From an optimization exercise on the open Yosys and OpenROAD flow, aimed at small area, a short achievable clock period and few clock cycles per item; shortcuts taken in it are not production practice.
Where RTL was checked, it was by simulation tests only, not by an equivalence proof against the original.
Power and IR drop assume default switching activity.

the baseline:
Design crsf_parser, start of the top module:
module crsf_parser (
    input  wire       clk,
    input  wire       rst,         
    input  wire       in_valid,
    output wire       in_ready,
    input  wire [7:0] in_data,
    input  wire       in_last,     
    output wire       out_valid,
    input  wire       out_ready,
    output wire [7:0] out_data,
    output wire       out_last,    
    output wire       st_valid,
    output wire [7:0] st_aux,      
    output wire [5:0] st_level     
);
Settings: LEC_CHECK=0, ABC_CLOCK_PERIOD_IN_PS=2400, CAP_MARGIN=20, CORE_MARGIN=2, CORE_UTILIZATION=40, CTS_BUF_LIST=sky130_fd_sc_hd__clkbuf_8 sky130_fd_sc_hd__clkbuf_16, CTS_CLUSTER_DIAMETER=300, CTS_CLUSTER_SIZE=28, SETUP_SLACK_MARGIN=2.6, SLEW_MARGIN=20; clock period 5.0 ns.
run.sh (not shown) runs the stock make flow with config.mk's settings and CLKGATE_MAP_FILE= SYNTH_SCRIPT=/design/flow/synth_recipe.tcl, a recipe that flattens the netlist after the stock synthesis.
Testbench counts of the baseline, summed over its fixed seeds: cycles 52,883, bytes 52,098.
## Diff of input files: the candidate against the baseline
--- a/flow/design.v
+++ b/flow/design.v
@@ -119,43 +119,37 @@
     wire [5:0] q_hmrk2 = st_q ? q_mrk[2] : q_mrk[1];
     wire       q_at2  = q_has2 && (rptr == q_hmrk2);
     wire       take   = ov && out_ready;
     wire       st_set = q_at && !gv && !sv && (!ov || out_ready);
     wire       q_blk  = q_at && !(st_set && !q_at2);
     wire       avail  = (i_ph != 2'd0) || ((rptr != cptr) && !q_blk);
     wire       issue  = avail && ({1'b0, ov} + {1'b0, sv} + {1'b0, gv} - {1'b0, take} <= 2'd1);
     wire [7:0] rd     = g[gsel];
     wire [7:0] land   = (gk == K_SYNC) ? sync_byte(rd[7:6]) :
                         (gk == K_LEN)  ? {2'b00, rd[5:0]} : rd;
     wire [5:0] occ    = wptr - rptr;
     wire [2:0] q_cnt  = qn + {2'd0, push_d} - {2'd0, st_q};
-    integer    gj, gk2;
-    reg  [7:0] gt;
-    wire [15:0] rsel = 16'd1 << rptr[3:0];
+    integer    gj;
     assign in_ready  = rdy;
     assign out_valid = ov;
     assign out_data  = od;
     assign out_last  = ol;
     assign st_valid  = st_q;
     assign st_aux    = {q_aux[0], st_nf};
     assign st_level  = q_lvl[0];
     always @(posedge clk) begin
         if (rdy)
             mem[wptr] <= lvl1 ? {scode, in_data[5:0]} : in_data;
-        for (gj = 0; gj < 4; gj = gj + 1) begin
-            gt = 8'd0;
-            for (gk2 = 0; gk2 < 16; gk2 = gk2 + 1)
-                gt = gt | (mem[gj*16 + gk2] & {8{rsel[gk2]}});
-            g[gj] <= gt;
-        end
+        for (gj = 0; gj < 4; gj = gj + 1)
+            g[gj] <= mem[{gj[1:0], rptr[3:0]}];
         gsel <= rptr[5:4];
         gk   <= i_ph;
         gl   <= (i_ph == K_BODY) && (i_rem == 6'd1);
         if (issue && i_ph == K_LEN)
             i_rem <= rd[5:0];
         else if (issue && i_ph == K_BODY)
             i_rem <= i_rem - 6'd1;
         if (take && sv) begin
             od <= sd;
             ol <= sl;
         end else if (!ov || take) begin
             od <= land;
Findings:
- [the candidate vs the baseline] vertical extent of the die: higher in the candidate
- Compared with the baseline, the candidate shows wire length lower by about 13%.
- Sequential share of layout area in the candidate is 0.40 points lower than in the baseline
- The candidate against the baseline; netlist area before placement is up slightly.
- The baseline has higher number of cells produced by synthesis than the candidate.
- Minimum setup slack among reg-to-reg paths delta (the baseline -> the candidate): insignificant
- HPWL after detailed placement (the baseline / the candidate): 1.16
- As far as post-layout minimum cycle time is concerned, the candidate and the baseline perform about the same.
- Summary — post-route standard cell area excluding fillers, the candidate relative to the baseline: higher, by 0.51%.
- Comparing the candidate and the baseline, the higher areal power density over the cells is on the baseline.
- Delta (the candidate minus the baseline): layout overhead on the synthesized area shrank by 1.1 points, maximum clock frequency held, power of the sequential group decreased about 3%, clock share of power rose by 0.3 points.
Function not checked in the candidate: the RTL went through the layout flow alone.

========
The RTL this note starts from:
==> flow/design.v <==
module crsf_parser (
    input  wire       clk,
    input  wire       rst,         
    input  wire       in_valid,
    output wire       in_ready,
    input  wire [7:0] in_data,
    input  wire       in_last,     
    output wire       out_valid,
    input  wire       out_ready,
    output wire [7:0] out_data,
    output wire       out_last,    
    output wire       st_valid,
    output wire [7:0] st_aux,      
    output wire [5:0] st_level     
);
    localparam QD = 4;             
    function automatic [7:0] crc8_step(input [7:0] c, input [7:0] b);
        integer i;
        reg [7:0] v;
        begin
            v = c ^ b;
            for (i = 0; i < 8; i = i + 1)
                v = v[7] ? ((v << 1) ^ 8'hD5) : (v << 1);
            crc8_step = v;
        end
    endfunction
    function automatic is_sync(input [7:0] b);
        is_sync = (b == 8'hC8) || (b == 8'hEA) || (b == 8'hEC) || (b == 8'hEE);
    endfunction
    function automatic [7:0] sync_byte(input [1:0] code);
        sync_byte = {2'b11, code != 2'd0, 2'b01, code, 1'b0};
    endfunction
    reg  [7:0] mem [0:63];
    reg        rdy;
    reg  [5:0] wptr;         
    reg  [5:0] cptr;         
    reg  [5:0] rptr;         
    reg  [5:0] lvl;          
    reg  [1:0] scode;        
    reg  [5:0] flen;         
    reg  [7:0] crc;          
    reg        ext;          
    reg        cmp;          
    reg        c_open;
    reg        c_seen;
    reg        c_drop;
    reg  [5:0] c_nf;
    reg  [2:0] qn;
    reg  [7:0] q_aux [0:QD-1];
    reg  [5:0] q_lvl [0:QD-1];
    reg  [5:0] q_mrk [0:QD-1];
    reg        st_q;
    integer    qi;
    localparam K_SYNC = 2'd0, K_LEN = 2'd1, K_BODY = 2'd2;
    reg  [1:0] i_ph;         
    reg  [5:0] i_rem;        
    reg  [7:0] g [0:3];      
    reg  [1:0] gsel;
    reg        gv;           
    reg  [1:0] gk;           
    reg        gl;           
    reg        ov, sv;
    reg  [7:0] od, sd;
    reg        ol, sl;
    wire       in_take = in_valid && rdy;
    wire       x_sync  = is_sync(in_data);
    wire       x_lenok = (in_data >= 8'd2) && (in_data <= 8'd62);
    wire       x_ok    = (in_data == crc) && !(ext && flen < 6'd4);
    wire       lvl0    = (lvl == 6'd0);
    wire       lvl1    = (lvl == 6'd1);
    reg  [5:0] wptr_n, cptr_n;
    reg  [5:0] lvl_n;
    reg        drop_n;       
    reg        good_n;       
    always @(*) begin
        wptr_n = wptr;
        cptr_n = cptr;
        lvl_n  = lvl;
        drop_n = 1'b0;
        good_n = 1'b0;
        if (lvl0) begin
            if (x_sync)
                lvl_n  = 6'd1;
            else
                drop_n = 1'b1;
        end else if (lvl1) begin
            if (x_lenok) begin
                wptr_n = wptr + 6'd1;
                lvl_n  = 6'd2;
            end else begin
                drop_n = 1'b1;
                if (!x_sync)
                    lvl_n = 6'd0;
            end
        end else begin
            wptr_n = wptr + 6'd1;
            lvl_n  = lvl + 6'd1;
            if (cmp) begin
                lvl_n = 6'd0;
                if (x_ok) begin
                    good_n = 1'b1;
                    cptr_n = wptr + 6'd1;
                end else begin
                    drop_n = 1'b1;
                    wptr_n = cptr;
                end
            end
        end
    end
    wire       seen_n  = c_open ? (c_seen | x_sync) : (!lvl0 | x_sync);
    wire       cdrop_n = (c_open && c_drop) | drop_n;
    wire [5:0] cnf_b   = c_open ? c_nf : 6'd0;
    wire [5:0] cnf_n   = (good_n && cnf_b != 6'd63) ? cnf_b + 6'd1 : cnf_b;
    wire       push    = in_take && in_last;
    reg        push_d;       
    wire       q_has  = (qn > {2'd0, st_q});
    wire [5:0] q_hmrk = st_q ? q_mrk[1] : q_mrk[0];
    wire       q_at   = q_has && (rptr == q_hmrk) && (i_ph == 2'd0);
    wire       q_has2 = (qn > {2'd0, st_q} + 3'd1);
    wire [5:0] q_hmrk2 = st_q ? q_mrk[2] : q_mrk[1];
    wire       q_at2  = q_has2 && (rptr == q_hmrk2);
    wire       take   = ov && out_ready;
    wire       st_set = q_at && !gv && !sv && (!ov || out_ready);
    wire       q_blk  = q_at && !(st_set && !q_at2);
    wire       avail  = (i_ph != 2'd0) || ((rptr != cptr) && !q_blk);
    wire       issue  = avail && ({1'b0, ov} + {1'b0, sv} + {1'b0, gv} - {1'b0, take} <= 2'd1);
    wire [7:0] rd     = g[gsel];
    wire [7:0] land   = (gk == K_SYNC) ? sync_byte(rd[7:6]) :
                        (gk == K_LEN)  ? {2'b00, rd[5:0]} : rd;
    wire [5:0] occ    = wptr - rptr;
    wire [2:0] q_cnt  = qn + {2'd0, push_d} - {2'd0, st_q};
    integer    gj;
    assign in_ready  = rdy;
    assign out_valid = ov;
    assign out_data  = od;
    assign out_last  = ol;
    assign st_valid  = st_q;
    assign st_aux    = q_aux[0];
    assign st_level  = q_lvl[0];
    always @(posedge clk) begin
        if (in_take)
            mem[wptr] <= lvl1 ? {scode, in_data[5:0]} : in_data;
        for (gj = 0; gj < 4; gj = gj + 1)
            g[gj] <= mem[{gj[1:0], rptr[3:0]}];
        gsel <= rptr[5:4];
        gk   <= i_ph;
        gl   <= (i_ph == K_BODY) && (i_rem == 6'd1);
        if (issue && i_ph == K_LEN)
            i_rem <= rd[5:0];
        else if (issue && i_ph == K_BODY)
            i_rem <= i_rem - 6'd1;
        if (take && sv) begin
            od <= sd;
            ol <= sl;
        end else if (!ov || take) begin
            od <= land;
            ol <= gl;
        end
        if (gv && ov && !(take && !sv)) begin
            sd <= land;
            sl <= gl;
        end
        if (in_take) begin
            if (lvl1) begin
                flen <= in_data[5:0];
                crc  <= 8'h00;
            end else
                crc  <= crc8_step(crc, in_data);
            if (lvl == 6'd2)
                ext <= (in_data >= 8'h28);
            if (lvl0 || x_sync)
                scode <= in_data[2:1];
        end
        for (qi = 0; qi < QD; qi = qi + 1) begin
            if (st_q && qi < QD - 1) begin
                q_aux[qi] <= q_aux[qi+1];
                q_lvl[qi] <= q_lvl[qi+1];
                q_mrk[qi] <= q_mrk[qi+1];
            end
            if (push_d && qi == qn - {2'd0, st_q}) begin
                q_aux[qi] <= {~c_seen, c_drop, c_nf};
                q_lvl[qi] <= lvl;
                q_mrk[qi] <= cptr;
            end
        end
        if (rst) begin
            rdy    <= 1'b0;
            wptr   <= 6'd0;
            cptr   <= 6'd0;
            rptr   <= 6'd0;
            lvl    <= 6'd0;
            cmp    <= 1'b0;
            c_open <= 1'b0;
            push_d <= 1'b0;
            qn     <= 3'd0;
            st_q   <= 1'b0;
            ov     <= 1'b0;
            sv     <= 1'b0;
            gv     <= 1'b0;
            i_ph   <= 2'd0;
        end else begin
            push_d <= push;
            rdy <= (in_take ? (occ <= 6'd61) : (occ <= 6'd62)) &&
                   (push ? (q_cnt < QD - 1) : (q_cnt < QD));
            if (in_take) begin
                wptr <= wptr_n;
                cptr <= cptr_n;
                lvl  <= lvl_n;
                cmp  <= !lvl1 && (lvl == flen);
                c_open <= !in_last;
                c_seen <= seen_n;
                c_drop <= cdrop_n;
                c_nf   <= cnf_n;
            end
            qn   <= qn + {2'd0, push_d} - {2'd0, st_q};
            st_q <= st_set;
            gv <= issue;
            if (issue) begin
                if (i_ph != K_SYNC)
                    rptr <= rptr + 6'd1;
                i_ph <= (i_ph == K_SYNC) ? K_LEN :
                        (i_ph == K_LEN)  ? K_BODY :
                        (i_rem == 6'd1)  ? K_SYNC : K_BODY;
            end
            if (take && sv)
                sv <= gv;
            else if (!ov || take)
                ov <= gv;
            else if (gv)
                sv <= 1'b1;
        end
    end
endmodule
make LEC_CHECK=0 ABC_CLOCK_PERIOD_IN_PS=2400 CAP_MARGIN=20 CORE_MARGIN=2 CORE_UTILIZATION=40 CTS_BUF_LIST='sky130_fd_sc_hd__clkbuf_4 sky130_fd_sc_hd__clkbuf_8' CTS_CLUSTER_SIZE=30 SETUP_SLACK_MARGIN=2.6 SLEW_MARGIN=20 finish   # period 5.0 ns
The baseline passed the timing, design-rule and antenna checks.
Then changed:
--- a/flow/design.v
+++ b/flow/design.v
@@ -43,11 +43,12 @@
     reg        cmp;          
     reg        c_open;
     reg        c_seen;
     reg        c_drop;
-    reg  [5:0] c_nf;
     reg  [2:0] qn;
-    reg  [7:0] q_aux [0:QD-1];
+    reg  [1:0] q_aux [0:QD-1];     
+    reg  [5:0] o_nf;         
+    reg  [5:0] st_nf;        
     reg  [5:0] q_lvl [0:QD-1];
     reg  [5:0] q_mrk [0:QD-1];
     reg        st_q;
     integer    qi;
@@ -108,10 +109,8 @@
         end
     end
     wire       seen_n  = c_open ? (c_seen | x_sync) : (!lvl0 | x_sync);
     wire       cdrop_n = (c_open && c_drop) | drop_n;
-    wire [5:0] cnf_b   = c_open ? c_nf : 6'd0;
-    wire [5:0] cnf_n   = (good_n && cnf_b != 6'd63) ? cnf_b + 6'd1 : cnf_b;
     wire       push    = in_take && in_last;
     reg        push_d;       
     wire       q_has  = (qn > {2'd0, st_q});
     wire [5:0] q_hmrk = st_q ? q_mrk[1] : q_mrk[0];
@@ -134,9 +133,9 @@
     assign out_valid = ov;
     assign out_data  = od;
     assign out_last  = ol;
     assign st_valid  = st_q;
-    assign st_aux    = q_aux[0];
+    assign st_aux    = {q_aux[0], st_nf};
     assign st_level  = q_lvl[0];
     always @(posedge clk) begin
         if (in_take)
             mem[wptr] <= lvl1 ? {scode, in_data[5:0]} : in_data;
@@ -177,9 +176,9 @@
                 q_lvl[qi] <= q_lvl[qi+1];
                 q_mrk[qi] <= q_mrk[qi+1];
             end
             if (push_d && qi == qn - {2'd0, st_q}) begin
-                q_aux[qi] <= {~c_seen, c_drop, c_nf};
+                q_aux[qi] <= {~c_seen, c_drop};
                 q_lvl[qi] <= lvl;
                 q_mrk[qi] <= cptr;
             end
         end
@@ -191,8 +190,9 @@
             lvl    <= 6'd0;
             cmp    <= 1'b0;
             c_open <= 1'b0;
             push_d <= 1'b0;
+            o_nf   <= 6'd0;
             qn     <= 3'd0;
             st_q   <= 1'b0;
             ov     <= 1'b0;
             sv     <= 1'b0;
@@ -209,13 +209,17 @@
                 cmp  <= !lvl1 && (lvl == flen);
                 c_open <= !in_last;
                 c_seen <= seen_n;
                 c_drop <= cdrop_n;
-                c_nf   <= cnf_n;
             end
             qn   <= qn + {2'd0, push_d} - {2'd0, st_q};
             st_q <= st_set;
             gv <= issue;
+            if (st_set) begin
+                st_nf <= o_nf;
+                o_nf  <= {5'd0, issue && i_ph == K_SYNC};
+            end else if (issue && i_ph == K_SYNC && o_nf != 6'd63)
+                o_nf <= o_nf + 6'd1;
             if (issue) begin
                 if (i_ph != K_SYNC)
                     rptr <= rptr + 6'd1;
                 i_ph <= (i_ph == K_SYNC) ? K_LEN :
The changed run ran to the end with no violations.
Global-route usage came out higher by 0.72 points.
Design area came out lower by 2.5%.
Critical path depth came out lower by 2.
Worst setup slack gets better by 0.021 ns.
Utilization came out higher by 0.52 points.
Sequential cell count came out lower by 18.
Via count came out lower by 2.4%.
Total power came out lower by 6.4%.
Final cell count came out lower by 2.0%.
Register-to-register slack barely changes.
Non-clock buffer count came out lower by 11.
Clock power is about the same.
Testbench counts after the change, summed over its fixed seeds: cycles 52,883, bytes 52,098.
The RTL of the first run of this note was laid out without a check of its function.

[afterwards: timing with drivers on the ports]
How much do the figures lean on ideal ports? The routed layouts below were timed once more, with nothing changed but the port constraints.
Step 1: set_driving_cell puts a clkbuf_16 on clk and a buf_2 on each other input, an assumption about the parent block.
Step 2 adds t to the input delays and takes it off the output delays; t is the mean of the earliest and latest rising clock arrival at the registers after step 1. Input paths then give back, and output paths get back, about the clock's delay inside the block.
a / b / c = ideal / step 1 / step 2; a / b = the first two.
| run | shift t [ns] | setup slack, ns | worst setup path after step 2 | latest minus earliest clock arrival (ns) | worst register clock-pin slew, ns |
|---|---|---|---|---|---|
| the baseline | 0.678 | 2.546 / 2.546 / 1.918 | input to register | 0.030 / 0.030 | 0.12 / 0.12 |
| the candidate | 0.689 | 2.548 / 2.548 / 2.018 | input to register | 0.029 / 0.029 | 0.12 / 0.12 |
| the first run of note 2 | 0.750 | 2.616 / 2.621 / 1.892 | input to register | 0.036 / 0.036 | 0.07 / 0.07 |
| the second run of note 2 | 0.750 | 2.637 / 2.617 / 1.869 | input to register | 0.029 / 0.029 | 0.07 / 0.07 |
After both steps every run listed still meets setup and hold. For the second run of note 2, which loses most, drivers alone change the setup slack by -0.020 ns; drivers and shift together by -0.768 ns.
